Background: an optimization exercise with open tools, aiming at small area, a short achievable clock period and few clock cycles. Do not read the settings as production practice. Where RTL was checked, it was by simulation tests only, not by an equivalence proof against the original. For runs 5 to 7, only the layout was checked, not whether the RTL still works. No activity file was given, so power comes from the tool's default toggle rates.

<file path="flow/design.v">
module chillhub_rx (
    input  wire        clk,
    input  wire        rst,
    input  wire        in_valid,
    output wire        in_ready,
    input  wire [1:0]  in_op,       
    input  wire [7:0]  in_data,     
    input  wire [1:0]  in_class,    
    input  wire [15:0] in_cb,       
    output reg         ev_valid,
    output reg  [1:0]  ev_type,     
    output reg  [15:0] ev_cb,
    output wire [1:0]  ev_class,
    output wire [7:0]  ev_symbol,
    output wire [2:0]  ev_kind,
    output wire [7:0]  ev_len,
    output reg  [7:0]  ev_data,
    output reg  [2:0]  ev_code
);
    localparam SLOTS  = 10;
    localparam [7:0] STX = 8'hFF;
    localparam [7:0] ESC = 8'hFE;
    localparam [1:0] C_FRIDGE = 2'd0, C_ALARM = 2'd1, C_TIME = 2'd2, C_CLOUD = 2'd3;
    localparam [2:0] K_U8 = 3'd0, K_BOOL = 3'd1, K_U16 = 3'd2, K_U32 = 3'd3,
                     K_STRING = 3'd4, K_TIME4 = 3'd5;
    localparam [2:0] DG_CHECKSUM = 3'd2, DG_UNKNOWN = 3'd3, DG_FULL = 3'd4;
    localparam [1:0] OP_BYTE = 2'd0, OP_REG = 2'd1, OP_REMOVE = 2'd2;
    integer i;
    reg             q_v;
    reg             q_byte, q_reg, q_rem;     
    reg [7:0]       q_d;
    reg [1:0]       q_c;
    reg [15:0]      q_cb;
    reg             q_esc;        
    reg             q_stx;        
    reg             q_lo;         
    reg [SLOTS-1:0] q_key;        
    reg [SLOTS-1:0] m_key;        
    reg             rdy;          
    reg        st_stx, st_len, st_pay, st_hi, st_lo;
    reg        esc;
    reg [5:0]  k;             
    reg [7:0]  k_row;         
    reg [7:0]  k_col;         
    reg [5:0]  rem;           
    reg [13:0] sum;           
    reg        hi_ok;         
    reg [7:0]  pbuf [3:61];   
    reg        m_alarm;       
    reg        m_time;        
    reg [1:0]  m_cls;
    reg [7:0]  m_sym;
    reg [2:0]  m_kind;
    reg        m_dt_bad;      
    reg [2:0]  m_need;        
    reg        m_drop;        
    reg [5:0]  m_len;         
    reg [7:0]  rd_row;
    reg [7:0]  rd_col;
    reg [5:0]  left;
    reg        last;          
    reg        busy;          
    reg              slot_used [0:SLOTS-1];
    reg [7:0]        slot_sym  [0:SLOTS-1];
    reg [1:0]        slot_cls  [0:SLOTS-1];
    reg [15:0]       slot_cb   [0:SLOTS-1];
    reg [SLOTS-1:0] hit;          
    reg [SLOTS-1:0] mhit;         
    reg [SLOTS-1:0] first_free;
    reg full;
    reg any_hit;
    reg any_mhit;
    reg seen_free;
    reg [15:0] hit_cb;
    reg        one_free;      
    always @(*) begin
        full      = 1'b1;
        any_hit   = 1'b0;
        any_mhit  = 1'b0;
        seen_free = 1'b0;
        hit_cb    = 16'd0;
        one_free  = 1'b0;
        for (i = 0; i < SLOTS; i = i + 1) begin
            hit[i]        = q_key[i] && slot_used[i];
            mhit[i]       = m_key[i] && slot_used[i];
            full          = full & slot_used[i];
            any_hit       = any_hit | hit[i];
            any_mhit      = any_mhit | mhit[i];
            hit_cb        = hit_cb | (slot_cb[i] & {16{mhit[i]}});
            first_free[i] = !slot_used[i] && !seen_free;
            one_free      = (one_free & slot_used[i]) | first_free[i];
            seen_free     = seen_free | !slot_used[i];
        end
    end
    wire is_lit   = q_v && q_byte && !(q_esc && !esc);
    wire pay_lit  = is_lit && st_pay;
    wire hi_lit   = is_lit && st_hi;
    wire fin_lit  = is_lit && st_lo && !busy;
    wire len_lit  = is_lit && st_len;
    wire stx_byte = q_v && q_byte && st_stx && q_stx;
    wire is_reg   = q_v && q_reg && !(busy && full);
    wire is_rem   = q_v && q_rem;
    wire stall    = busy && ((q_byte && st_lo) || (q_reg && full));
    wire go       = q_v && !stall;
    wire cs_ok    = hi_ok && q_lo;
    wire dispatch = fin_lit && cs_ok && !m_drop && any_mhit;
    wire diag     = (fin_lit && !(cs_ok && !m_drop && !any_mhit)) ||
                    (is_reg && full && !any_hit);
    wire busy_n = busy ? !last : (dispatch && m_len != 6'd0);
    wire len_ok = (q_d <= 8'd62);
    wire [5:0] rem_n = len_lit ? q_d[5:0] + 6'd1 : (pay_lit || hi_lit) ? rem - 6'd1 : rem;
    wire st_pay_n = len_lit ? (len_ok && q_d != 8'd0) :
                    pay_lit ? (rem != 6'd2) : st_pay;
    wire st_hi_n  = len_lit ? (q_d == 8'd0) :
                    pay_lit ? (rem == 6'd2) : (hi_lit ? 1'b0 : st_hi);
    wire st_lo_n  = hi_lit ? 1'b1 : (is_lit && st_lo && !busy) ? 1'b0 : st_lo;
    wire st_len_n = stx_byte ? 1'b1 : len_lit ? 1'b0 : st_len;
    wire st_stx_n = (len_lit && !len_ok) || fin_lit ? 1'b1 : stx_byte ? 1'b0 : st_stx;
    wire [13:0] sum_n = len_lit ? 14'd42 : pay_lit ? sum + {6'd0, q_d} : sum;
    wire q_v_n    = rdy ? in_valid : (q_v && !go);
    wire q_byte_n = rdy ? (in_op == OP_BYTE) : q_byte;
    wire q_reg_n  = rdy ? (in_op == OP_REG) : q_reg;
    wire full_n  = (full && !(is_rem && any_hit)) || (one_free && is_reg && !any_hit);
    wire stall_n = busy_n && ((q_byte_n && st_lo_n) || (q_reg_n && full_n));
    wire in_is_q = (in_data == q_d) && (in_class == q_c);
    wire m_is_q  = (m_sym == q_d) && (m_cls == q_c);
    reg [SLOTS-1:0] in_key, m_key_n;
    always @(*) begin
        for (i = 0; i < SLOTS; i = i + 1) begin
            in_key[i]  = (is_reg && first_free[i]) ? in_is_q :
                         (slot_sym[i] == in_data && slot_cls[i] == in_class);
            m_key_n[i] = (is_reg && first_free[i]) ? m_is_q :
                         (slot_sym[i] == m_sym && slot_cls[i] == m_cls);
        end
    end
    wire rdy_n = !q_v_n || !stall_n;
    assign in_ready = rdy;
    always @(posedge clk) begin
        if (rst) begin
            q_v <= 1'b0;
            rdy <= 1'b1;
        end else begin
            q_v <= q_v_n;
            rdy <= rdy_n;
        end
        if (rdy) begin
            q_byte <= (in_op == OP_BYTE);
            q_reg  <= (in_op == OP_REG);
            q_rem  <= (in_op == OP_REMOVE);
            q_d    <= in_data;
            q_c    <= in_class;
            q_cb   <= in_cb;
            q_esc  <= (in_data == ESC);
            q_stx  <= (in_data == STX);
            q_lo   <= (in_data == sum_n[7:0]);
            q_key  <= in_key;
        end
    end
    assign ev_class  = m_cls;
    assign ev_symbol = m_sym;
    assign ev_kind   = m_kind;
    assign ev_len    = {2'b00, m_len};
    reg [7:0] rd_byte;
    always @(*) begin
        rd_byte = 8'd0;
        for (i = 3; i <= 61; i = i + 1)
            rd_byte = rd_byte | (pbuf[i] & {8{rd_row[i / 8] & rd_col[i % 8]}});
    end
    always @(posedge clk) begin
        ev_cb     <= hit_cb;
        m_key     <= m_key_n;
        ev_data <= rd_byte;
        ev_type <= busy ? 2'd1 : dispatch ? 2'd0 : 2'd2;
        ev_code <= !fin_lit ? DG_FULL : cs_ok ? DG_UNKNOWN : DG_CHECKSUM;
        for (i = 3; i <= 61; i = i + 1)
            if (k_row[i / 8] && k_col[i % 8])
                pbuf[i] <= q_d;
        if (dispatch) begin
            rd_row <= 8'b0000_0001;
            rd_col <= m_alarm ? 8'b0001_0000 : 8'b0000_1000;
        end else begin
            rd_col <= {rd_col[6:0], rd_col[7]};
            if (rd_col[7])
                rd_row <= {rd_row[6:0], rd_row[7]};
        end
    end
    wire [5:0] n = k - 6'd3;
    always @(posedge clk) begin
        if (hi_lit) begin
            m_len  <= {3'd0, m_need};
            if (k < 6'd3)
                m_drop <= 1'b1;
            else if (m_alarm)
                m_drop <= k < 6'd8;
            else if (m_time)
                m_drop <= k < 6'd7;
            else if (m_kind == K_STRING) begin
                m_drop <= 1'b0;
                m_len  <= n;
            end else
                m_drop <= m_dt_bad || (n < {3'd0, m_need});
        end
    end
    always @(posedge clk) begin
        if (rst) begin
            st_stx   <= 1'b1;
            st_len   <= 1'b0;
            st_pay   <= 1'b0;
            st_hi    <= 1'b0;
            st_lo    <= 1'b0;
            esc      <= 1'b0;
            ev_valid <= 1'b0;
            busy     <= 1'b0;
            for (i = 0; i < SLOTS; i = i + 1)
                slot_used[i] <= 1'b0;
        end else begin
            ev_valid <= busy || diag;
            busy     <= busy_n;
            st_stx   <= st_stx_n;
            st_len   <= st_len_n;
            st_pay   <= st_pay_n;
            st_hi    <= st_hi_n;
            st_lo    <= st_lo_n;
            rem      <= rem_n;
            sum      <= sum_n;
            if (dispatch) begin
                left <= m_len;
                last <= (m_len == 6'd1);
            end else if (busy) begin
                left <= left - 6'd1;
                last <= (left == 6'd2);
            end
            for (i = 0; i < SLOTS; i = i + 1) begin
                if (is_reg && first_free[i]) begin
                    slot_sym[i] <= q_d;
                    slot_cls[i] <= q_c;
                    if (!any_hit)
                        slot_used[i] <= 1'b1;
                end
                if (is_reg && (hit[i] || first_free[i]))
                    slot_cb[i] <= q_cb;
                if ((is_rem && hit[i]) || (dispatch && m_time && mhit[i]))
                    slot_used[i] <= 1'b0;
            end
            if (q_v && q_byte && !stall) begin
                if (st_stx) begin
                    if (q_stx)
                        esc <= 1'b0;
                end else begin
                    esc <= q_esc && !esc;
                end
            end
            if (len_lit) begin
                k     <= 6'd0;
                k_row <= 8'd1;
                k_col <= 8'd1;
            end
            if (pay_lit || hi_lit || fin_lit) begin
                k     <= k + 6'd1;
                k_col <= {k_col[6:0], k_col[7]};
                if (k_col[7])
                    k_row <= {k_row[6:0], k_row[7]};
            end
            if (hi_lit)
                hi_ok <= (q_d == {2'b00, sum[13:8]});
            if (pay_lit) begin
                if (k_row[0] && k_col[1]) begin
                    m_alarm <= (q_d == 8'h05);
                    m_time  <= (q_d == 8'h07);
                    m_cls   <= (q_d == 8'h05) ? C_ALARM :
                               (q_d == 8'h07) ? C_TIME  :
                               (q_d <= 8'h4F) ? C_FRIDGE : C_CLOUD;
                    m_sym   <= (q_d == 8'h07) ? 8'h00 : q_d;
                end
                if (k_row[0] && k_col[2]) begin
                    m_dt_bad <= 1'b0;
                    case (q_d)
                        8'h03:   begin m_kind <= K_U8;     m_need <= 3'd1; end
                        8'h09:   begin m_kind <= K_BOOL;   m_need <= 3'd1; end
                        8'h05:   begin m_kind <= K_U16;    m_need <= 3'd2; end
                        8'h07:   begin m_kind <= K_U32;    m_need <= 3'd4; end
                        8'h02:   begin m_kind <= K_STRING; m_need <= 3'd0; end
                        default: begin m_kind <= K_U8;     m_need <= 3'd1; m_dt_bad <= 1'b1; end
                    endcase
                    if (m_alarm || m_time) begin
                        m_kind <= K_TIME4;
                        m_need <= 3'd4;
                    end
                end
                if (k_row[0] && k_col[3] && m_alarm)
                    m_sym <= q_d;
            end
        end
    end
endmodule
</file>
<file path="flow/run.sh">
#!/bin/bash
# synth_recipe.tcl (not shown) runs the flow's synth.tcl, then flattens the netlist and writes it again
# the make line also repeats each setting of config.mk as NAME=value (left out here)
make -C /OpenROAD-flow-scripts/flow DESIGN_CONFIG=/design/flow/config.mk WORK_HOME=/design/flow/orfs CLKGATE_MAP_FILE= SYNTH_SCRIPT=/design/flow/synth_recipe.tcl finish
</file>
<file path="flow/config.mk">
export PLATFORM = sky130hd
export DESIGN_NAME = chillhub_rx
export DESIGN_NICKNAME = chillhub_rx
export VERILOG_FILES = /design/flow/design.v
export SDC_FILE = /design/flow/constraint.sdc
export NUM_CORES = 4
export LEC_CHECK = 0
export ABC_AREA = 1
export CAP_MARGIN = 40
export CORE_MARGIN = 2
export CORE_UTILIZATION = 55
export CTS_BUF_LIST = sky130_fd_sc_hd__clkbuf_8
export CTS_CLUSTER_DIAMETER = 50
export CTS_CLUSTER_SIZE = 15
export PLACE_DENSITY = 0.7
export SETUP_SLACK_MARGIN = 2.5
export SLEW_MARGIN = 65
</file>
<file path="flow/constraint.sdc">
create_clock -name core_clock -period 5.0 [get_ports {clk}]
set_input_delay 1.0000 -clock core_clock [delete_from_list [all_inputs] [get_ports {clk}]]
set_output_delay 1.0000 -clock core_clock [all_outputs]
set_load 0.01 [all_outputs]
</file>
==> impl_metrics.ini, run 1 <==
[outcome]
status = no timing/DRC/antenna violations

[min_path]
holdPathEnd = esc
min_from = esc
min_path_cells = 2
hold_path_class = register to register

[sta]
whs_ns = 0.4708
finalHoldViolCount = 0
fin_skew_ns = 0.04719
finalCritPeriodShare = 0.5063
clock.fmax_mhz = 395.0
relSlewSlack = 0.6197
max_slew.worst_pin.slew_ns = 0.5652
rsz0062_at_grt = true
finalSetupViolCount = 0
setup_tns_ns = 0
finalCriticalPeriod_ns = 2.532
final_max_slew_viol_count = 0

[finish]
reg_top3 = pbuf x472, slot_cb x160, slot_sym x80
nets = 3398
syn2layout_area_growth_pct = 14.24
largest_reg_flops = 472
drive_above_1_share = 0.1440
regMostFlops = pbuf
final_area_sq_mm = 0.04321

[synth]
synth_compound_area_frac = 0.05194
synthXorXnorAreaFrac = 0.03404
ys.warnings.count = 6
synth_ff_type = edfxtp_1
synthMuxAreaShare = 0
synth_area_sq_mm = 0.03782
avgSynthCellArea_sq_um = 12.14
synth_edf_count = 848
synth.yosys.seq_area_share = 0.7140
yosysTopAreaCell = edfxtp_1
synthTopCellsByArea = edfxtp_1 (67%), nand2_1 (8.6%), dfxtp_1 (4.1%)
netlist.area_leader.share = 0.6733
async_flop_share = 0
synth_top_family_by_area = simple AND/OR/NAND/NOR gates
synthAdderAreaFrac = 0.007476
synth_cell_types = 54
synthesis.instances = 3116
synth_most_common_cell = nand2_1
yosys_register_bits = 925
synth-simple-area-share = 0.1509
ys_top_cells_by_count = nand2_1 (864), edfxtp_1 (848), inv_1 (291)

[clock_network]
root_buffer = clkbuf_8
cts_buffer_depth = 3
clock_sinks = 925
h-tree-depth = 3
path_clk_slew_ns = 0.10
cts_tree = done
clk_latency_ns = 0.73
cts_buffers = 89

[setup_path]
reg2reg_to = ev_data[4]
arrival_ns = 3.08
crit_cells = 7
critical_path_class = register to register
cp.required_ns = 5.55
slowest_stage = or4_1
critPathMaxFanout = 9
cpPeakStageDelay_ns = 0.62
critical_path_buf_inv_count = 1
startpoint_type = register
reg2reg_from = rd_row[6]
reg2reg_depth = 7
cp_top_family = simple AND/OR/NAND/NOR gates
crit_path_end_kind = register
reg2reg_setup_slack_ns = 2.47
crit_chain = nand2_1 > inv_1 > nand2_1 > nand4_1 > or4_1 > nor2_2 > nand4_1

[grt]
grt_pass1_wl_microns = 170500
grt_use_total = 0.3387
antenna_found_initial = 5
grt_pass1_vias = 24510
grt.overflow.total = 0
grt_max_degree = 68

[placed_design]
post_dp_cell_area_sq_mm = 0.04016
dp_hpwl_microns = 79770
gp_congestion = 1.018
port_buffers = 80

[power]
combPwrFrac = 0.033
p_int_mw = 10.82
clockPowerShare = 0.351
p_sw_mw = 3.199
peakVddDrop_uv = 235.4
p_sw_frac = 0.2281
seqPwrFrac = 0.616
p_per_area_mw_per_mm2 = 324.5
p_leak_nw = 16.30

[floorplanning]
ioPinCount = 83
start_util = 0.5534
dieArea_sq_mm = 0.07088
die_h_microns = 266.2
rows = 96
die-width_microns = 266.2
core_sq_mm = 0.06835

[detailed_routing]
vias = 26480
route.detailed.drc = 0
vias_per_cell = 6.156
drtIter0Drc = 4035
avgRoutedWirePerCell_microns = 28.23
wirelength_microns = 121400
antenna_left = 0
first_pass_iters = 6

[run]
drv_cap = 0
-- what timing repair did --
| action | 4_1_cts | 5_1_grt |
|---|---|---|
| hold buffers | 0 | 0 |
| resized for setup | 112 | 57 |
| setup buffers | 44 | 32 |
| endpoints found under the hold margin | 0 | 0 |
| pin swaps | 7 | 13 |
| setup endpoints to repair | 363 | 283 |
| cloned | 0 | 3 |
-- stage by stage --
stage / power, mW / utilization / cells / setup slack [ns]
CTS: 14.00 / 0.6226 / 4257 / 2.254
detailed placement: 9.220 / 0.5876 / 4051 / 1.798
global placement: 9.201 / 0.5803 / 4022 / 1.567
finish: 14.02 / 0.6322 / 4301 / 2.468
floorplan: 8.998 / - / 3117 / 1.804
global route: 14.35 / 0.6322 / 4300 / 2.422
-- layout make-up --
type                            count  area (sq um)
Sequential cell                   925         27020
Clock inverter                     63         534.3
Timing Repair Buffer              224          2176
Tap cell                          882          1104
Inverter                          323          1244
Antenna cell                        3         7.507
Clock buffer                       99          1363
Fill cell                        5123         25140
Multi-Input combinational cell   1782          9758
-- placed cells by master (no fill, tap or decap), types with 11 or more instances in the layout --
master,synthesis,routed
clkinvlp_4,0,11
nand4_1,136,136
a21oi_1,70,57
inv_2,9,78
buf_12,0,17
nor2_4,7,21
clkinv_1,23,15
nand3_1,52,51
edfxtp_1,848,848
buf_2,12,11
clkinv_2,0,14
dfxtp_1,77,70
xor2_1,115,115
inv_1,291,235
nand2_1,864,859
o21ai_1,8,12
buf_4,2,94
dlygate4sd2_1,0,39
nor4_2,0,18
a22o_1,27,27
xnor2_1,32,32
clkbuf_8,0,99
ha_1,21,15
o21ai_0,60,55
buf_6,1,16
a221oi_1,50,50
nor2_1,129,111
o22ai_1,42,42
nor3_1,28,27
nor4_1,54,36
clkdlybuf4s50_1,0,24
inv_6,0,13
-- worst register-to-register path, cell delays in order (launching register included) --
cell and delay (ns):
dfxtp_1 0.45, nand2_1 0.11, inv_1 0.23, nand2_1 0.22, nand4_1 0.33, or4_1 0.63
nor2_2 0.22, nand4_1 0.19
-- power by group through the flow --
stage / Clock, mW / Combinational [mW] / Sequential, mW
after global routing: 5.22 / 0.485 / 8.65
after global placement: 0 / 0.386 / 8.82
after CTS: 4.95 / 0.420 / 8.63
after floorplan: 0 / 0.181 / 8.82
final: 4.92 / 0.466 / 8.63
after detailed placement: 0 / 0.406 / 8.81
-- layer usage --
metal / up-vias / routed length (microns) / GRT usage
met3: 265 / 16690 / 0.09436
met5: - / 22 / 0
met1: 12860 / 47180 / 0.4878
met2: 1939 / 53220 / 0.4999
met4: 4 / 4281 / 0.1139
li1: 11410 / - / -
-- kinds of logic after synthesis --
| family | Yosys count |
|---|---|
| AOI/OAI and AO/OA | 297 |
| buffers and inverters | 410 |
| and+or+nand+nor | 1314 |
| xor gates and xnor gates | 147 |
| adders and majority gates | 22 |
| other | 1 |
| DFF | 925 |
-- worst max-delay path by stage --
| stage | from | end | slack, ns |
|---|---|---|---|
| after global placement | in_class[0] | q_key[3] | 1.57 |
| after detailed placement | in_data[4] | q_key[6] | 1.80 |
| after floorplan | q_d[0] | q_lo | 1.80 |
| after global routing | m_sym[6] | ev_symbol[6] | 2.42 |
| after CTS | m_sym[6] | ev_symbol[6] | 2.25 |
| final | rd_row[6] | ev_data[4] | 2.47 |
Testbench counts, summed over its fixed seeds: cycles 14,173.
==> run 2: changes to the inputs <==
--- a/flow/config.mk
+++ b/flow/config.mk
@@ -6,12 +6,12 @@
 export NUM_CORES = 4
 export LEC_CHECK = 0
 export ABC_AREA = 1
-export CAP_MARGIN = 40
+export CAP_MARGIN = 20
 export CORE_MARGIN = 2
-export CORE_UTILIZATION = 55
+export CORE_UTILIZATION = 70
 export CTS_BUF_LIST = sky130_fd_sc_hd__clkbuf_8
 export CTS_CLUSTER_DIAMETER = 50
 export CTS_CLUSTER_SIZE = 15
-export PLACE_DENSITY = 0.7
+export PLACE_DENSITY = 0.82
 export SETUP_SLACK_MARGIN = 2.5
-export SLEW_MARGIN = 65
+export SLEW_MARGIN = 20
==> impl_metrics.ini, run 2 <==
[finish]
regMostFlops = pbuf
nets = 3345
syn2layout_area_growth_pct = 11.72
layout_common_cells = nand2_1 (853), edfxtp_1 (848), inv_1 (314)
num-fill-cells = 3203
drive_above_1_share = 0.1015
largest_reg_flops = 472
final_common_cell = nand2_1
reg_top3 = pbuf x472, slot_cb x160, slot_sym x80
utilization = 0.7883
register_area_sq_mm = 0.02702
multiInputGateArea_sq_mm = 0.009659
final_area_sq_mm = 0.04226

[setup_path]
reg2reg_setup_slack_ns = 2.38
startpoint_type = register
reg2reg_to = ev_data[7]
cp_top_family = simple AND/OR/NAND/NOR gates
crit_path_end_kind = register
crit_chain = nand2_1 > inv_1 > nand2_1 > nand4_1 > nor4_1 > nand4_1
reg2reg_from = rd_col[4]
crit_cells = 6
endpoint = ev_data[7]
critical_path_class = register to register
reg2reg_depth = 6
slowest_stage = nor4_1
cpPeakStageDelay_ns = 0.96
cp.required_ns = 5.52
arrival_ns = 3.14
critPathMaxFanout = 9
worstSetupStartpoint = rd_col[4]
critical_path_buf_inv_count = 1

[min_path]
hold_path_class = register to register

[floorplanning]
dieArea_sq_mm = 0.05591
ioPinCount = 83
die_h_microns = 236.5
die-width_microns = 236.5
rows = 85
start_util = 0.7056
core_sq_mm = 0.05360

[detailed_routing]
vias = 27080
route.detailed.drc = 0
vias_per_cell = 6.673
wirelength_microns = 119800
avgRoutedWirePerCell_microns = 29.52
antenna_left = 0
drtIter0Drc = 4824
first_pass_iters = 14

[sta]
fin_skew_ns = 0.04922
finalCriticalPeriod_ns = 2.616
setup_tns_ns = 0
rsz0062_at_grt = true
finalCritPeriodShare = 0.5233
final_max_slew_viol_count = 0
finalHoldViolCount = 0
clock.fmax_mhz = 382.2
max_slew.worst_pin.slew_ns = 1.131
relSlewSlack = 0.2393
finalSetupViolCount = 0

[synth]
synthesis.instances = 3116
avgSynthCellArea_sq_um = 12.14
synth_edf_count = 848
synth_ff_type = edfxtp_1
ys_top_cells_by_count = nand2_1 (864), edfxtp_1 (848), inv_1 (291)
synthTopCellsByArea = edfxtp_1 (67%), nand2_1 (8.6%), dfxtp_1 (4.1%)
ys.warnings.count = 6
synth_cell_types = 54
synth_area_sq_mm = 0.03782
yosysTopAreaCell = edfxtp_1
async_flop_share = 0
synth_most_common_cell = nand2_1
synth.yosys.seq_area_share = 0.7140
netlist.area_leader.share = 0.6733
yosys_register_bits = 925

[grt]
grt.overflow.total = 0
grt_pass1_vias = 25660
grt_use_met2 = 0.6456
grtUsageMet1 = 0.5715
grt_pass1_wl_microns = 168300
grt_use_total = 0.4239
antenna_found_initial = 2
grt_max_degree = 76
met3_usage = 0.1332
busiest_layer = met2

[clock_network]
clk_latency_ns = 0.72
h-tree-depth = 3
holdBufCountCts = 0
root_buffer = clkbuf_8
cts_tree = done
cts_buffer_depth = 3
clock_sinks = 925
cts_buffers = 82
path_clk_slew_ns = 0.09

[outcome]
status = no timing/DRC/antenna violations

[power]
p_sw_mw = 3.078
p_int_mw = 10.56
clockPowerShare = 0.333
p_sw_frac = 0.2257
p_leak_nw = 16.09
seqPwrFrac = 0.634
power_mw = 13.64
combPwrFrac = 0.033
p_per_area_mw_per_mm2 = 322.7
peakVddDrop_uv = 287.5

[placed_design]
post_dp_cell_area_sq_mm = 0.03945
gp_congestion = 1.025
port_buffers = 80
dp_hpwl_microns = 77220

[run]
drv_cap = 0
run 2: worst reg2reg max path, stage by stage, from the launching register on:
cell and delay [ns]:
dfxtp_1 0.51, nand2_1 0.17, inv_1 0.26, nand2_1 0.16
nand4_1 0.10, nor4_1 0.96, nand4_1 0.27
run 2: kinds of logic (layout without fill, tap and decap cells):
kind of cell,after synthesis,in the layout,share of synthesized area
buffers and inverters,410,653,0.04148
AOI/OAI and AO/OA,297,297,0.05194
xor gates and xnor gates,147,147,0.03404
DFF,925,925,0.7140
and+or+nand+nor,1314,1314,0.1509
other,1,4,0.00009915
adders and majority gates,22,22,0.007476
run 2: worst min-delay path by stage:
stage,startpoint,endpoint,slack (ns),depth (start not counted)
2_1_floorplan,slot_cb[4][6],ev_cb[6],0.43,2
3_3_place_gp,esc,esc,0.44,2
3_5_place_dp,esc,esc,0.46,2
4_1_cts,esc,esc,0.47,2
5_1_grt,esc,esc,0.50,2
6_report,esc,esc,0.47,2
run 2: cell type report:
| type | count | share of cell area |
|---|---|---|
| clock buffers | 89 | 0.02899 |
| multi-input cells | 1782 | 0.2286 |
| well taps | 696 | 0.02061 |
| diodes | 2 | 0.0001184 |
| flip-flops and latches | 925 | 0.6394 |
| inverters | 323 | 0.02964 |
| clock inverters | 63 | 0.01060 |
| repair buffers | 178 | 0.04208 |
run 2: through the flow:
stage	setup slack, ns	hold WS [ns]	std cells
final	2.384	0.4677	4058
after floorplan	1.804	0.4312	3117
after global routing	2.408	0.4964	4057
after detailed placement	1.705	0.4553	3839
after CTS	2.353	0.4675	4029
after global placement	1.734	0.4449	3839
run 2: layer usage:
metal	wire length, microns	vias up
met2	53460	2527
met5	16	-
met4	6106	2
met1	40680	12810
met3	19520	430
li1	-	11310
run 2: power groups by stage:
stage | logic (mW) | registers [mW] | clock network [mW]
after floorplan | 0.181 | 8.82 | 0
after global placement | 0.376 | 8.81 | 0
after detailed placement | 0.388 | 8.82 | 0
after CTS | 0.406 | 8.64 | 4.49
after global routing | 0.461 | 8.65 | 4.76
final | 0.446 | 8.65 | 4.54
run 2: repair_timing:
action                                 CTS  global route
cloned                                   0             1
endpoints found under the hold margin    0             0
pin swaps                                6            17
gates resized for setup                132            61
setup buffers                           38            26
setup endpoints to repair              410           315
==> run 3: changes to the inputs <==
--- a/flow/config.mk
+++ b/flow/config.mk
@@ -8,10 +8,10 @@
 export ABC_AREA = 1
 export CAP_MARGIN = 20
 export CORE_MARGIN = 2
-export CORE_UTILIZATION = 70
+export CORE_UTILIZATION = 55
 export CTS_BUF_LIST = sky130_fd_sc_hd__clkbuf_8
 export CTS_CLUSTER_DIAMETER = 50
 export CTS_CLUSTER_SIZE = 15
-export PLACE_DENSITY = 0.82
+export PLACE_DENSITY = 0.7
 export SETUP_SLACK_MARGIN = 2.5
 export SLEW_MARGIN = 20
==> impl_metrics.ini, run 3 <==
[outcome]
status = no timing/DRC/antenna violations

[sta]
finalSetupViolCount = 0
relSlewSlack = 0.3625
clock.fmax_mhz = 394.5
finalCritPeriodShare = 0.5070
setup_tns_ns = 0
final_max_slew_viol_count = 0
fin_skew_ns = 0.05290
max_slew.worst_pin.slew_ns = 0.9562
rsz0062_at_grt = true
finalCriticalPeriod_ns = 2.535
finalHoldViolCount = 0

[finish]
final_common_cell = nand2_1
nets = 3349
layout_common_cells = nand2_1 (863), edfxtp_1 (848), inv_1 (305)
syn2layout_area_growth_pct = 12.83
regMostFlops = pbuf
reg_top3 = pbuf x472, slot_cb x160, slot_sym x80
largest_reg_flops = 472
num-fill-cells = 5160
drive_above_1_share = 0.1045
fin_cells = 4254

[synth]
synth_ff_type = edfxtp_1
synth_area_sq_mm = 0.03782
synthesis.instances = 3116
synth_cell_types = 54
async_flop_share = 0
yosys_register_bits = 925
yosysTopAreaCell = edfxtp_1
netlist.area_leader.share = 0.6733
ys.warnings.count = 6
ys_top_cells_by_count = nand2_1 (864), edfxtp_1 (848), inv_1 (291)
synth.yosys.seq_area_share = 0.7140
synthTopCellsByArea = edfxtp_1 (67%), nand2_1 (8.6%), dfxtp_1 (4.1%)
avgSynthCellArea_sq_um = 12.14
synth_most_common_cell = nand2_1
synth_edf_count = 848

[placed_design]
dp_hpwl_microns = 78490
gp_congestion = 1.018
port_buffers = 80
dp.cells = 4022

[floorplanning]
die-width_microns = 266.2
rows = 96
core_sq_mm = 0.06835
die_h_microns = 266.2
ioPinCount = 83
start_util = 0.5534
dieArea_sq_mm = 0.07088

[power]
p_leak_nw = 16.09
peakVddDrop_uv = 247.1
p_per_area_mw_per_mm2 = 330.6

[detailed_routing]
route.detailed.drc = 0
wirelength_microns = 121700
antenna_left = 0
vias = 26560
drtIter0Drc = 4492
first_pass_iters = 8
vias_per_cell = 6.244
avgRoutedWirePerCell_microns = 28.61

[clock_network]
path_clk_slew_ns = 0.10
root_buffer = clkbuf_8
clk_latency_ns = 0.73
cts_buffers = 91
clock_sinks = 925
holdBufCountCts = 0
cts_tree = done
cts_buffer_depth = 3
h-tree-depth = 3

[setup_path]
crit_path_end_kind = register
startpoint_type = register
cp.required_ns = 5.55
critPathMaxFanout = 9
critical_path_class = register to register
arrival_ns = 3.08

[min_path]
hold_path_class = register to register

[grt]
grt_pass1_vias = 24500
grt_pass1_wl_microns = 171400
grt.overflow.total = 0
grt_max_degree = 68
antenna_found_initial = 5
grt_use_total = 0.3419

[run]
drv_cap = 0
-- run 3: cell types whose count changed in the layout (fill, tap and decap cells not counted), moves of 4 or more --
cell	before	now
nand2_1	853	863
inv_1	314	305
clkbuf_8	90	96
clkinvlp_4	8	14
nand2_2	14	8
nor4_1	51	46
nor4_2	3	8
buf_4	69	65
-- run 3: stage by stage --
stage / util / cell area [sq um] / worst slack (ns) / power (mW) / hold slack (ns)
5_1_grt: 0.6243 / 42670 / 2.467 / 14.42 / 0.5033
4_1_cts: 0.6195 / 42340 / 2.339 / 14.08 / 0.4716
2_1_floorplan: - / 37890 / 1.804 / 8.998 / 0.4312
3_3_place_gp: 0.5803 / 39660 / 1.567 / 9.201 / 0.4462
3_5_place_dp: 0.5803 / 39660 / 1.547 / 9.212 / 0.4570
6_report: 0.6244 / 42670 / 2.465 / 14.11 / 0.4721
-- run 3: kinds of logic (layout without fill, tap and decap cells) --
| group | Yosys count | count (layout) | synth area share |
|---|---|---|---|
| buffers and inverters | 410 | 660 | 0.04148 |
| AND/OR/NAND/NOR | 1314 | 1316 | 0.1509 |
| adder cells (fa/ha/maj) | 22 | 22 | 0.007476 |
| AO/OA/AOI/OAI | 297 | 297 | 0.05194 |
| flip-flops | 925 | 925 | 0.7140 |
| XOR/XNOR | 147 | 147 | 0.03404 |
| other | 1 | 5 | 0.00009915 |
-- run 3: layout make-up --
type                    count  area, sq um  area share
diodes                      3        7.507   0.0001759
clock buffers              96         1321     0.03096
clock inverters            70        631.9     0.01481
inverters                 323         1246     0.02920
multi-input cells        1784         9662      0.2264
flip-flops and latches    925        27020      0.6332
well taps                 882         1104     0.02586
repair buffers            171         1682     0.03941
-- run 3: critical path, cell delays in order (launching register included) --
cell and delay, ns:
dfxtp_1 0.44, nand2_1 0.11, inv_1 0.23, nand2_1 0.22
nand4_1 0.35, or4_1 0.63, nor2_2 0.21, nand4_1 0.18
-- run 3: timing repair --
item / CTS / global route
buffers inserted: 46 / 15
pin swaps: 5 / 10
gates resized for setup: 146 / 52
endpoints found under the setup margin: 415 / 338
cloned: 1 / 1
-- run 3: path summary, 6_finish.rpt --
path / from / end / slack (ns) / cells past startpoint
max: rd_row[6] / ev_data[4] / 2.46 / 7
min: esc / esc / 0.47 / 2
max reg2reg: rd_row[6] / ev_data[4] / 2.46 / 7
min reg2reg: esc / esc / 0.47 / 2
-- run 3: power breakdown --
| group | internal, mW | switching [mW] | total (mW) |
|---|---|---|---|
| Sequential | 8.56 | 0.0740 | 8.64 |
| Combinational | 0.112 | 0.330 | 0.442 |
| Clock | 2.20 | 2.83 | 5.03 |
| Total | 10.9 | 3.23 | 14.1 |
-- run 3: layer usage --
metal / vias up / GRT usage / wire length [microns]
met5: - / 0 / 27
met4: 4 / 0.1219 / 4717
met3: 314 / 0.08124 / 15370
met2: 1865 / 0.5026 / 53310
met1: 13070 / 0.5007 / 48280
li1: 11310 / - / -
==> run 4: changes to the inputs <==
--- a/flow/config.mk
+++ b/flow/config.mk
@@ -13,5 +13,5 @@
 export CTS_CLUSTER_DIAMETER = 50
 export CTS_CLUSTER_SIZE = 15
 export PLACE_DENSITY = 0.7
-export SETUP_SLACK_MARGIN = 2.5
+export SETUP_SLACK_MARGIN = 2.6
 export SLEW_MARGIN = 20
==> impl_metrics.ini, run 4 <==
[outcome]
status = no timing/DRC/antenna violations

[setup_path]
reg2reg_from = q_d[0]
cp_top_family = simple AND/OR/NAND/NOR gates
reg2reg_setup_slack_ns = 2.54
crit_chain = buf_6 > buf_12 > ha_4 > inv_2 > fa_2 > nand3b_1 > nand2_2 > nand2_2 > nand2_2 > a21oi_2 > or2_4 > nand3_4 > o21ai_2 > nand2_1 > nand2_1 > nand2_1 > nor3_1
startpoint_type = register
slowest_stage = edfxtp_1
critical_path_buf_inv_count = 3
cp.required_ns = 5.49
critPathMaxFanout = 4
crit_path_end_kind = register
arrival_ns = 2.95
reg2reg_depth = 17
reg2reg_to = q_lo
critical_path_class = register to register
cpPeakStageDelay_ns = 0.44

[sta]
clock.fmax_mhz = 406.6
final_max_slew_viol_count = 0
finalCriticalPeriod_ns = 2.459
rsz0062_at_grt = true
whs_ns = 0.4802
fin_skew_ns = 0.05747
setup_tns_ns = 0
finalWorstSetupSlack_ns = 2.541
finalHoldViolCount = 0
max_slew.worst_pin.slew_ns = 1.008
finalSetupViolCount = 0
finalCritPeriodShare = 0.4918
relSlewSlack = 0.3279

[synth]
synth_cell_types = 54
avgSynthCellArea_sq_um = 12.14
netlist.area_leader.share = 0.6733
synth_most_common_cell = nand2_1
yosysTopAreaCell = edfxtp_1
synth_ff_type = edfxtp_1
synth_edf_count = 848
synth_area_sq_mm = 0.03782
async_flop_share = 0
ys.warnings.count = 6
synthesis.instances = 3116
ys_top_cells_by_count = nand2_1 (864), edfxtp_1 (848), inv_1 (291)
synthTopCellsByArea = edfxtp_1 (67%), nand2_1 (8.6%), dfxtp_1 (4.1%)
yosys_register_bits = 925
synth.yosys.seq_area_share = 0.7140

[grt]
grt.overflow.total = 0
grt_max_degree = 78
grt_pass1_wl_microns = 170200
grt_pass1_vias = 25420
grt_use_total = 0.3364
antenna_found_initial = 4

[finish]
syn2layout_area_growth_pct = 15.29
layout_common_cells = nand2_1 (851), edfxtp_1 (848), inv_1 (300)
utilization = 0.6380
nets = 3404
num-fill-cells = 5095
largest_reg_flops = 472
drive_above_1_share = 0.1371
final_common_cell = nand2_1
reg_top3 = pbuf x472, slot_cb x160, slot_sym x80
regMostFlops = pbuf

[floorplanning]
dieArea_sq_mm = 0.07088
die_h_microns = 266.2
die-width_microns = 266.2
rows = 96
core_sq_mm = 0.06835
start_util = 0.5534
ioPinCount = 83

[clock_network]
cts_buffers = 91
clock_sinks = 925
h-tree-depth = 3
cts_buffer_depth = 3
path_clk_slew_ns = 0.10
root_buffer = clkbuf_8
clk_latency_ns = 0.75
holdBufCountCts = 0
cts_tree = done

[detailed_routing]
avgRoutedWirePerCell_microns = 28.21
first_pass_iters = 6
vias = 26600
route.detailed.drc = 0
drtIter0Drc = 4336
wirelength_microns = 121700
antenna_left = 0
vias_per_cell = 6.169

[placed_design]
dp_hpwl_microns = 76500
gp_congestion = 0.9723
pre_cts_ws_ns = 1.570
port_buffers = 80

[min_path]
min_from = esc
min_path_cells = 2
hold_path_class = register to register
holdPathEnd = esc

[run]
drv_cap = 0

[power]
peakVddDrop_uv = 259.1
p_leak_nw = 16.54
p_per_area_mw_per_mm2 = 329.6
run 4: cell counts after synthesis:
No cell type changed its count.
run 4: area by class of cell:
cell class	count	area, sq um	share of cell area
clock buffers	97	1335	0.03062
well taps	882	1104	0.02531
repair buffers	221	2208	0.05064
diodes	2	5.005	0.0001148
multi-input cells	1789	9928	0.2277
flip-flops and latches	925	27020	0.6196
clock inverters	73	720.7	0.01653
inverters	323	1289	0.02955
run 4: how the worst max path moves through the flow:
stage                from          end  slack (ns)  depth (start not counted)
2_1_floorplan      q_d[0]         q_lo        1.80                         15
3_3_place_gp   in_data[5]     q_key[6]        1.56                          6
3_5_place_dp   in_data[5]     q_key[6]        1.57                          6
4_1_cts          m_cls[1]  ev_class[1]        2.41                          1
5_1_grt            q_d[1]      sum[13]        2.45                         15
6_report           q_d[0]         q_lo        2.54                         17
run 4: report_power, final:
group	switching, mW	internal [mW]	total (mW)
Clock	2.81	2.42	5.23
Sequential	0.0793	8.57	8.64
Combinational	0.351	0.146	0.497
run 4: routing by layer:
metal	part of all wire	vias up	global-route usage
met5	0	-	0
met4	0.043	0	0.1326
met3	0.14	318	0.08688
met2	0.44	1992	0.5061
met1	0.38	12860	0.4720
li1	-	11430	-
run 4: cell families (layout without fill, tap and decap cells):
group,count (synthesis),in the layout,synth area share
simple gates,1314,1321,0.1509
flops,925,925,0.7140
buf+inv,410,714,0.04148
compound gates,297,297,0.05194
xor+xnor,147,147,0.03404
fa+ha+maj,22,22,0.007476
other cells,1,4,0.00009915
run 4: timing repair:
action | in CTS | in global routing
pin swaps | 14 | 22
gates resized for setup | 197 | 115
cloned | 4 | 9
buffers inserted | 56 | 51
endpoints found under the setup margin | 408 | 344
run 4: worst min-delay path, stage by stage, from the launching register on:
cell     delay [ns]
dfxtp_1        0.32
nand2_1        0.06
a21oi_1        0.05
run 4: metrics by stage:
stage / power (mW) / std cells / instance area, sq um
3_5_place_dp: 9.213 / 4020 / 39690
4_1_cts: 14.30 / 4250 / 42660
5_1_grt: 14.70 / 4311 / 43600
3_3_place_gp: 9.198 / 4020 / 39690
6_report: 14.37 / 4312 / 43610
2_1_floorplan: 9.000 / 3117 / 37940
==> run 5: changes to the inputs <==
--- a/flow/design.v
+++ b/flow/design.v
@@ -10,9 +10,9 @@
     output reg         ev_valid,
     output reg  [1:0]  ev_type,     
     output reg  [15:0] ev_cb,
-    output wire [1:0]  ev_class,
-    output wire [7:0]  ev_symbol,
-    output wire [2:0]  ev_kind,
+    output reg  [1:0]  ev_class,
+    output reg  [7:0]  ev_symbol,
+    output reg  [2:0]  ev_kind,
     output wire [7:0]  ev_len,
     output reg  [7:0]  ev_data,
     output reg  [2:0]  ev_code
@@ -156,10 +156,8 @@
             q_key  <= in_key;
         end
     end
-    assign ev_class  = m_cls;
-    assign ev_symbol = m_sym;
-    assign ev_kind   = m_kind;
-    assign ev_len    = {2'b00, m_len};
+    reg [5:0] hdr_len;
+    assign ev_len = {2'b00, hdr_len};
     reg [7:0] rd_byte;
     always @(*) begin
         rd_byte = 8'd0;
@@ -168,6 +166,10 @@
     end
     always @(posedge clk) begin
         ev_cb     <= hit_cb;
+        ev_class  <= m_cls;
+        ev_symbol <= m_sym;
+        ev_kind   <= m_kind;
+        hdr_len   <= m_len;
         m_key     <= m_key_n;
         ev_data <= rd_byte;
         ev_type <= busy ? 2'd1 : dispatch ? 2'd0 : 2'd2;
==> impl_metrics.ini, run 5 <==
[synth]
async_flop_share = 0
synthTopCellsByArea = edfxtp_1 (66%), nand2_1 (8.5%), dfxtp_1 (5.0%)
synthesis.instances = 3143
synth_edf_count = 848
ys_top_cells_by_count = nand2_1 (869), edfxtp_1 (848), inv_1 (296)
yosysTopAreaCell = edfxtp_1
netlist.area_leader.share = 0.6635
synth.yosys.seq_area_share = 0.7136
ys.warnings.count = 6
synth_area_sq_mm = 0.03838
avgSynthCellArea_sq_um = 12.21
yosys_register_bits = 944
synth_ff_type = edfxtp_1
synth_cell_types = 58
synth_most_common_cell = nand2_1

[floorplanning]
core_sq_mm = 0.06883
start_util = 0.5576
die_h_microns = 268.2
dieArea_sq_mm = 0.07191
rows = 96
ioPinCount = 83
die-width_microns = 268.2

[clock_network]
root_buffer = clkbuf_8
clock_sinks = 944
cts_buffers = 90
path_clk_slew_ns = 0.10
clk_latency_ns = 0.74
cts_tree = done
h-tree-depth = 3
cts_buffer_depth = 3

[sta]
setup_tns_ns = 0
finalHoldViolCount = 0
finalCritPeriodShare = 0.5088
final_max_slew_viol_count = 0
finalSetupViolCount = 0
clock.fmax_mhz = 393.1
max_slew.worst_pin.slew_ns = 1.030
rsz0062_at_grt = true
finalWorstSetupSlack_ns = 2.456
fin_skew_ns = 0.04349
finalCriticalPeriod_ns = 2.544
relSlewSlack = 0.3136

[finish]
reg_top3 = pbuf x472, slot_cb x160, slot_sym x80
syn2layout_area_growth_pct = 13.74
largest_reg_flops = 472
final_common_cell = nand2_1
layout_common_cells = nand2_1 (863), edfxtp_1 (848), inv_1 (301)
final_area_sq_mm = 0.04365
nets = 3394
drive_above_1_share = 0.1116
regMostFlops = pbuf
num-fill-cells = 5169

[detailed_routing]
first_pass_iters = 7
avgRoutedWirePerCell_microns = 27.22
vias_per_cell = 6.077
route.detailed.drc = 0
vias = 26460
antenna_left = 0
wirelength_microns = 118500
drtIter0Drc = 4050

[min_path]
hold_path_class = register to register

[power]
clockPowerShare = 0.365
p_sw_frac = 0.2218
p_leak_nw = 16.58
peakVddDrop_uv = 271.6
p_per_area_mw_per_mm2 = 332.9
seqPwrFrac = 0.605
p_int_mw = 11.31
p_sw_mw = 3.224
combPwrFrac = 0.030

[setup_path]
startpoint_type = register
critPathMaxFanout = 8
arrival_ns = 3.08
critical_path_class = register to register
slowest_stage = nor4_1
crit_path_end_kind = register
cpPeakStageDelay_ns = 0.63
cp.required_ns = 5.54
crit_chain = nand2_1 > inv_1 > nand2_1 > nand4_1 > nor4_1 > nand4_1

[grt]
grt_pass1_vias = 24690
grt_use_total = 0.3266
grt_pass1_wl_microns = 166500
grt.overflow.total = 0
grt_max_degree = 73
antenna_found_initial = 6

[placed_design]
dp_hpwl_microns = 75510
pre_cts_ws_ns = 1.270
gp_congestion = 0.9889
port_buffers = 80
post_dp_cell_area_sq_mm = 0.04027

[run]
drv_cap = 0

[outcome]
status = no timing/DRC/antenna violations
run 5: cell types whose count changed in the layout (fill, tap and decap cells not counted), sizes merged, moves of 5 or more:
cell	change
buf	-56
clkinvlp	-6
dfxtp	+19
diode	+6
dlygate4sd2	+17
nor2	+14
nor3	-5
xnor2	+6
xor2	-8
run 5: power by group through the flow:
stage / Combinational (mW) / Clock [mW] / Sequential [mW]
detailed placement: 0.387 / 0 / 8.98
global route: 0.458 / 5.59 / 8.81
floorplan: 0.183 / 0 / 8.97
finish: 0.438 / 5.30 / 8.79
CTS: 0.418 / 5.33 / 8.79
global placement: 0.378 / 0 / 8.98
run 5: final cells by class:
type | instances | area (sq um) | area share
flip-flops and latches | 944 | 27400 | 0.6277
clock buffers | 98 | 1349 | 0.03090
repair buffers | 187 | 1994 | 0.04569
diodes | 8 | 20.02 | 0.0004586
inverters | 323 | 1246 | 0.02855
multi-input cells | 1795 | 9752 | 0.2234
clock inverters | 68 | 726.9 | 0.01665
well taps | 931 | 1165 | 0.02668
run 5: kinds of logic (layout without fill, tap and decap cells):
logic type,after synthesis,after routing,synth area share
other,1,10,0.00009771
and+or+nand+nor,1334,1334,0.1545
adders and majority gates,22,22,0.007368
xor gates and xnor gates,145,145,0.03309
DFF,944,944,0.7136
AOI/OAI and AO/OA,292,292,0.05047
buffers and inverters,405,676,0.04092
run 5: stage by stage:
step / utilization / std cells / power [mW] / hold WS, ns
after floorplan: - / 3144 / 9.155 / 0.3427
after global placement: 0.5851 / 4100 / 9.356 / 0.3707
after detailed placement: 0.5851 / 4100 / 9.370 / 0.3703
after CTS: 0.6268 / 4319 / 14.54 / 0.3816
after global routing: 0.6341 / 4351 / 14.86 / 0.3862
final: 0.6343 / 4354 / 14.53 / 0.3736
run 5: final timing paths:
check | from | end | slack (ns) | cells after the start
setup / recovery | rd_col[0] | ev_data[3] | 2.46 | 6
hold / removal | m_len[4] | hdr_len[4] | 0.37 | 0
setup reg to reg | rd_col[0] | ev_data[3] | 2.46 | 6
hold reg to reg | m_len[4] | hdr_len[4] | 0.37 | 0
run 5: worst max-delay path: cells and delay by family (launching register included):
kind | cells | cell delay, ns
buffers and inverters | 1 | 0.33
DFF | 1 | 0.41
and+or+nand+nor | 5 | 1.59
run 5: routing by layer:
| metal | up-vias | part of all wire | GRT usage | wire, microns |
|---|---|---|---|---|
| li1 | 11420 | - | - | - |
| met1 | 12920 | 0.38 | 0.4464 | 44930 |
| met2 | 1792 | 0.45 | 0.5056 | 53910 |
| met3 | 325 | 0.12 | 0.07377 | 13900 |
| met4 | 4 | 0.049 | 0.1448 | 5775 |
| met5 | - | 0.00027 | 0 | 32 |
run 5: repair_timing:
action / CTS / global route
pin swaps: 8 / 14
setup endpoints to repair: 423 / 333
buffers inserted: 50 / 22
hold buffers: 0 / 0
cloned: 3 / 5
resized for setup: 106 / 66
==> run 6: changes to the inputs <==
--- a/flow/design.v
+++ b/flow/design.v
@@ -40,8 +40,6 @@
     reg        st_stx, st_len, st_pay, st_hi, st_lo;
     reg        esc;
     reg [5:0]  k;             
-    reg [7:0]  k_row;         
-    reg [7:0]  k_col;         
     reg [5:0]  rem;           
     reg [13:0] sum;           
     reg        hi_ok;         
@@ -166,16 +164,16 @@
     end
     always @(posedge clk) begin
         ev_cb     <= hit_cb;
+        m_key     <= m_key_n;
         ev_class  <= m_cls;
         ev_symbol <= m_sym;
         ev_kind   <= m_kind;
         hdr_len   <= m_len;
-        m_key     <= m_key_n;
         ev_data <= rd_byte;
         ev_type <= busy ? 2'd1 : dispatch ? 2'd0 : 2'd2;
         ev_code <= !fin_lit ? DG_FULL : cs_ok ? DG_UNKNOWN : DG_CHECKSUM;
         for (i = 3; i <= 61; i = i + 1)
-            if (k_row[i / 8] && k_col[i % 8])
+            if (k == i)
                 pbuf[i] <= q_d;
         if (dispatch) begin
             rd_row <= 8'b0000_0001;
@@ -252,21 +250,14 @@
                     esc <= q_esc && !esc;
                 end
             end
-            if (len_lit) begin
-                k     <= 6'd0;
-                k_row <= 8'd1;
-                k_col <= 8'd1;
-            end
-            if (pay_lit || hi_lit || fin_lit) begin
-                k     <= k + 6'd1;
-                k_col <= {k_col[6:0], k_col[7]};
-                if (k_col[7])
-                    k_row <= {k_row[6:0], k_row[7]};
-            end
+            if (len_lit)
+                k <= 6'd0;
+            if (pay_lit || hi_lit || fin_lit)
+                k <= k + 6'd1;
             if (hi_lit)
                 hi_ok <= (q_d == {2'b00, sum[13:8]});
             if (pay_lit) begin
-                if (k_row[0] && k_col[1]) begin
+                if (k == 6'd1) begin
                     m_alarm <= (q_d == 8'h05);
                     m_time  <= (q_d == 8'h07);
                     m_cls   <= (q_d == 8'h05) ? C_ALARM :
@@ -274,7 +265,7 @@
                                (q_d <= 8'h4F) ? C_FRIDGE : C_CLOUD;
                     m_sym   <= (q_d == 8'h07) ? 8'h00 : q_d;
                 end
-                if (k_row[0] && k_col[2]) begin
+                if (k == 6'd2) begin
                     m_dt_bad <= 1'b0;
                     case (q_d)
                         8'h03:   begin m_kind <= K_U8;     m_need <= 3'd1; end
@@ -289,7 +280,7 @@
                         m_need <= 3'd4;
                     end
                 end
-                if (k_row[0] && k_col[3] && m_alarm)
+                if (k == 6'd3 && m_alarm)
                     m_sym <= q_d;
             end
         end
--- a/flow/config.mk
+++ b/flow/config.mk
@@ -13,5 +13,5 @@
 export CTS_CLUSTER_DIAMETER = 50
 export CTS_CLUSTER_SIZE = 15
 export PLACE_DENSITY = 0.7
-export SETUP_SLACK_MARGIN = 2.6
+export SETUP_SLACK_MARGIN = 2.5
 export SLEW_MARGIN = 20
==> impl_metrics.ini, run 6 <==
[sta]
final_max_slew_viol_count = 0
finalSetupViolCount = 0
finalHoldViolCount = 0
max_slew.worst_pin.slew_ns = 1.125
finalCritPeriodShare = 0.5228
clock.fmax_mhz = 382.5
fin_skew_ns = 0.06437
setup_tns_ns = 0
relSlewSlack = 0.2474
finalWorstSetupSlack_ns = 2.386
rsz0062_at_grt = true
finalCriticalPeriod_ns = 2.614

[synth]
synth_edf_count = 832
yosysTopAreaCell = edfxtp_1
avgSynthCellArea_sq_um = 12.28
ys_top_cells_by_count = edfxtp_1 (832), nand2_1 (787), inv_1 (244)
ys.warnings.count = 6
yosys_register_bits = 928
synthTopCellsByArea = edfxtp_1 (67%), nand2_1 (7.9%), dfxtp_1 (5.1%)
synth_ff_type = edfxtp_1
synth_most_common_cell = edfxtp_1
netlist.area_leader.share = 0.6679
async_flop_share = 0
synth.yosys.seq_area_share = 0.7192
synthesis.instances = 3046
synth_cell_types = 55
synth_area_sq_mm = 0.03741

[setup_path]
cp.required_ns = 5.58
reg2reg_from = rd_col[2]
critical_path_buf_inv_count = 1
startpoint_type = register
critPathMaxFanout = 8
critical_path_class = register to register
crit_path_end_kind = register
slowest_stage = a221oi_1
worstSetupStartpoint = rd_col[2]
cp_top_family = compound AO/OA/AOI/OAI gates
arrival_ns = 3.20
cpPeakStageDelay_ns = 0.65
crit_chain = nand2_1 > inv_1 > a22o_1 > a221oi_1 > and3_1 > nand4_1

[finish]
regMostFlops = pbuf
layout_common_cells = edfxtp_1 (832), nand2_1 (787), inv_1 (254)
fin_cells = 4215
register_area_sq_mm = 0.02691
largest_reg_flops = 472
final_common_cell = edfxtp_1
final_area_sq_mm = 0.04244
drive_above_1_share = 0.1154
reg_top3 = pbuf x472, slot_cb x160, slot_sym x80
num-fill-cells = 5169
syn2layout_area_growth_pct = 13.45
nets = 3315
multiInputGateArea_sq_mm = 0.009612

[detailed_routing]
vias = 26180
route.detailed.drc = 0
antenna_left = 0
drtIter0Drc = 4070
avgRoutedWirePerCell_microns = 28.25
vias_per_cell = 6.212
wirelength_microns = 119100
first_pass_iters = 9

[power]
p_per_area_mw_per_mm2 = 329.3
p_leak_nw = 15.38
peakVddDrop_uv = 212.8
power_mw = 13.98

[clock_network]
holdBufCountCts = 0
clock_sinks = 928
path_clk_slew_ns = 0.10
clk_latency_ns = 0.77
cts_buffers = 93
root_buffer = clkbuf_8
cts_tree = done
cts_buffer_depth = 3
h-tree-depth = 3

[placed_design]
dp_hpwl_microns = 78700
gp_congestion = 0.9716
dp.cells = 3992
post_dp_cell_area_sq_mm = 0.03957
pre_cts_ws_ns = 1.295
port_buffers = 80

[floorplanning]
ioPinCount = 83
core_sq_mm = 0.06728
die_h_microns = 264.8
start_util = 0.5560
rows = 95
die-width_microns = 264.8
dieArea_sq_mm = 0.07012

[min_path]
hold_path_class = register to register
min_from = m_kind[0]

[grt]
grt_max_degree = 68
grt_use_total = 0.3374
grt_pass1_vias = 24850
antenna_found_initial = 3
grt_pass1_wl_microns = 169700
grt.overflow.total = 0

[run]
drv_cap = 0

[outcome]
status = no timing/DRC/antenna violations
-- run 6: repair_timing --
item / CTS / global route
setup buffers: 28 / 15
endpoints found under the setup margin: 414 / 305
cloned: 1 / 1
resized for setup: 108 / 60
pin swaps: 5 / 2
-- run 6: layout make-up --
class,count,area share
Timing Repair inverter,1,0.0001769
Clock inverter,73,0.01533
Antenna cell,5,0.0002948
Clock buffer,100,0.03243
Tap cell,873,0.02574
Sequential cell,928,0.6342
Inverter,270,0.02471
Multi-Input combinational cell,1777,0.2265
Timing Repair Buffer,188,0.04063
-- run 6: report_power, final --
group | leakage [nW] | total [mW] | internal (mW) | switching, mW
sequential | 8.37 | 8.47 | 8.44 | 0.0332
combinational | 5.92 | 0.365 | 0.108 | 0.257
clock | 1.09 | 5.14 | 2.24 | 2.89
total | 15.4 | 14.0 | 10.8 | 3.18
-- run 6: metrics by stage --
stage	utilization	hold slack, ns
floorplan	-	0.3427
global placement	0.5877	0.3958
detailed placement	0.5881	0.3944
CTS	0.6250	0.4128
global route	0.6306	0.4327
finish	0.6308	0.4036
-- run 6: final timing paths --
path	to	slack, ns	cells after the start
max reg2reg	ev_data[6]	2.39	6
min reg2reg	ev_kind[0]	0.40	0
max	ev_data[6]	2.39	6
min	ev_kind[0]	0.40	0
-- run 6: logic make-up after synthesis --
family / share of synthesized area
adder cells (fa/ha/maj): 0.008563
flip-flops: 0.7192
XOR/XNOR: 0.03161
AND/OR/NAND/NOR: 0.1516
other: 0.0001002
AO/OA/AOI/OAI: 0.05372
buffers and inverters: 0.03515
-- run 6: layer usage --
layer | wire length, microns | vias up | global-route usage
li1 | - | 11240 | -
met1 | 45100 | 12780 | 0.4552
met2 | 54010 | 1837 | 0.5210
met3 | 14330 | 329 | 0.08806
met4 | 5626 | 0 | 0.1484
met5 | 0 | - | 0
==> run 7: changes to the inputs <==
--- a/flow/config.mk
+++ b/flow/config.mk
@@ -5,7 +5,7 @@
 export SDC_FILE = /design/flow/constraint.sdc
 export NUM_CORES = 4
 export LEC_CHECK = 0
-export ABC_AREA = 1
+export ABC_CLOCK_PERIOD_IN_PS = 2500
 export CAP_MARGIN = 20
 export CORE_MARGIN = 2
 export CORE_UTILIZATION = 55
==> impl_metrics.ini, run 7 <==
[sta]
rsz0062_at_grt = true
finalCriticalPeriod_ns = 2.696
relSlewSlack = 0.2250
whs_ns = 0.3880
clock.fmax_mhz = 371.0
finalHoldViolCount = 0
final_max_slew_viol_count = 0
finalWorstSetupSlack_ns = 2.305
finalCritPeriodShare = 0.5391
setup_tns_ns = 0
max_slew.worst_pin.slew_ns = 1.158
fin_skew_ns = 0.04715
finalSetupViolCount = 0

[synth]
yosys_register_bits = 928
yosysTopAreaCell = edfxtp_1
synth_most_common_cell = edfxtp_1
ys.warnings.count = 6
synthesis.instances = 2564
synth.yosys.seq_area_share = 0.7188
synth_edf_count = 832
avgSynthCellArea_sq_um = 14.60
synth_ff_type = edfxtp_1
synth_area_sq_mm = 0.03743
async_flop_share = 0
synthTopCellsByArea = edfxtp_1 (67%), dfxtp_1 (5.1%), xor2_1 (3.9%)
netlist.area_leader.share = 0.6674
ys_top_cells_by_count = edfxtp_1 (832), a22oi_1 (181), xor2_1 (165)
synth_cell_types = 81

[setup_path]
cp.required_ns = 5.32
critical_path_class = register to register
critPathMaxFanout = 16
cp_top_family = simple AND/OR/NAND/NOR gates
cpPeakStageDelay_ns = 1.08
reg2reg_setup_slack_ns = 2.30
crit_chain = nand2b_1 > nor2_1
critical_path_buf_inv_count = 0
crit_path_end_kind = register
arrival_ns = 3.01
startpoint_type = register
slowest_stage = nor2_1

[finish]
fin_cells = 3634
final_common_cell = edfxtp_1
register_area_sq_mm = 0.02692
drive_above_1_share = 0.1482
nets = 2747
num-fill-cells = 4910
reg_top3 = pbuf x472, slot_cb x160, slot_sym x80
layout_common_cells = edfxtp_1 (832), a22oi_1 (179), xor2_1 (165)
multiInputGateArea_sq_mm = 0.01027
utilization = 0.6277
largest_reg_flops = 472
syn2layout_area_growth_pct = 12.82
regMostFlops = pbuf
final_area_sq_mm = 0.04223

[floorplanning]
core_sq_mm = 0.06728
die-width_microns = 264.9
die_h_microns = 264.9
start_util = 0.5564
ioPinCount = 83
dieArea_sq_mm = 0.07016
rows = 95

[detailed_routing]
first_pass_iters = 6
route.detailed.drc = 0
vias_per_cell = 6.705
drtIter0Drc = 3645
avgRoutedWirePerCell_microns = 30.16
wirelength_microns = 109600
antenna_left = 0
vias = 24370

[grt]
grt.overflow.total = 0
grt_pass1_wl_microns = 158900
grt_max_degree = 82
grt_use_total = 0.3106
antenna_found_initial = 4
grt_pass1_vias = 23650

[placed_design]
dp.cells = 3441
gp_congestion = 0.9621
port_buffers = 80
post_dp_cell_area_sq_mm = 0.03957
pre_cts_ws_ns = 1.560
dp_hpwl_microns = 68080

[clock_network]
cts_buffer_depth = 3
root_buffer = clkbuf_8
holdBufCountCts = 0
clock_sinks = 928
cts_buffers = 88
path_clk_slew_ns = 0.10
h-tree-depth = 3
clk_latency_ns = 0.73
cts_tree = done

[power]
power_mw = 13.89
peakVddDrop_uv = 212.2
p_per_area_mw_per_mm2 = 328.9
p_leak_nw = 13.88

[min_path]
hold_path_class = register to register

[run]
drv_cap = 0

[outcome]
status = no timing/DRC/antenna violations
## run 7: changes by cell type after synthesis, moves of 31 or more
cell,delta
nand2_1,-660
inv_1,-197
a22oi_1,+180
nor2_1,-76
xor2_1,+72
nand4_1,-65
clkbuf_1,+53
xnor2_1,+45
nand3_1,+41
a222oi_1,+32
buf_1,+32
o22ai_1,-32
a221oi_1,-31
a22o_1,+31
## run 7: cell type report
| cell class | instances | share of cell area |
|---|---|---|
| repair buffers | 199 | 0.04293 |
| inverters | 50 | 0.004503 |
| well taps | 873 | 0.02587 |
| flip-flops and latches | 928 | 0.6376 |
| diodes | 1 | 0.00005926 |
| clock buffers | 93 | 0.03031 |
| multi-input cells | 1424 | 0.2431 |
| clock inverters | 66 | 0.01564 |
## run 7: path summary, 6_finish.rpt
path / start / end / cells past startpoint
worst min-delay path: m_kind[1] / ev_kind[1] / 0
worst max register to register: k[4] / pbuf[44][1] / 2
worst min register to register: m_kind[1] / ev_kind[1] / 0
worst max-delay path: k[4] / pbuf[44][1] / 2
## run 7: kinds of logic (layout without fill, tap and decap cells)
group	Yosys count	in the layout	share of synthesized area
AOI/OAI and AO/OA	529	529	0.1046
adders and majority gates	25	25	0.008557
muxes	18	18	0.004980
other	1	3	0.0001002
buffers and inverters	213	408	0.02313
and+or+nand+nor	598	598	0.08086
DFF	928	928	0.7188
xor gates and xnor gates	252	252	0.05896
## run 7: layer usage
layer	track usage	wire, microns	vias up
li1	-	-	10180
met1	0.4484	43130	12110
met2	0.4522	47620	1809
met3	0.08788	15060	269
met4	0.1136	3780	2
met5	0	13	-
## run 7: power by group
| group | leakage [nW] | internal [mW] | switching [mW] |
|---|---|---|---|
| combinational | 4.47 | 0.121 | 0.244 |
| clock | 1.05 | 2.28 | 2.77 |
| sequential | 8.37 | 8.44 | 0.0361 |
## run 7: repair_timing
item,4_1_cts,5_1_grt
cloned,0,0
pin swaps,4,7
endpoints found under the setup margin,571,416
gates resized for setup,109,49
buffers inserted,26,7

==> separate check: timing with driven ports <==
The results above use ideal ports. As a check the final layouts listed here were re-extracted and re-timed, cells and wires unchanged.
Step 1 assumes that a clkbuf_16 drives the clock port and a buf_2 every other input.
Step 2, shift: input delay + t, output delay - t, t = (earliest + latest rising clock arrival at the registers) / 2. This alone moves slack from input paths to output paths.
Three values: ideal, step 1, step 2; two values: the first two.
run | shift t [ns] | setup slack, ns | hold slack, ns
run 1 | 0.767 | 2.468 / 2.418 / 1.972 | 0.471 / 0.471 / 0.471
run 2 | 0.760 | 2.384 / 2.384 / 1.843 | 0.468 / 0.468 / 0.468
run 3 | 0.769 | 2.465 / 2.465 / 1.829 | 0.472 / 0.472 / 0.472
run 4 | 0.781 | 2.541 / 2.516 / 1.822 | 0.480 / 0.480 / 0.480
run 5 | 0.781 | 2.456 / 2.456 / 1.918 | 0.374 / 0.374 / 0.374
run 6 | 0.795 | 2.386 / 2.386 / 1.802 | 0.404 / 0.404 / 0.404
run 7 | 0.768 | 2.305 / 2.305 / 1.876 | 0.388 / 0.388 / 0.388
After both steps setup and hold are still met in every run listed. For run 4, which loses most, drivers alone change the setup slack by -0.025 ns; drivers and shift together by -0.719 ns.
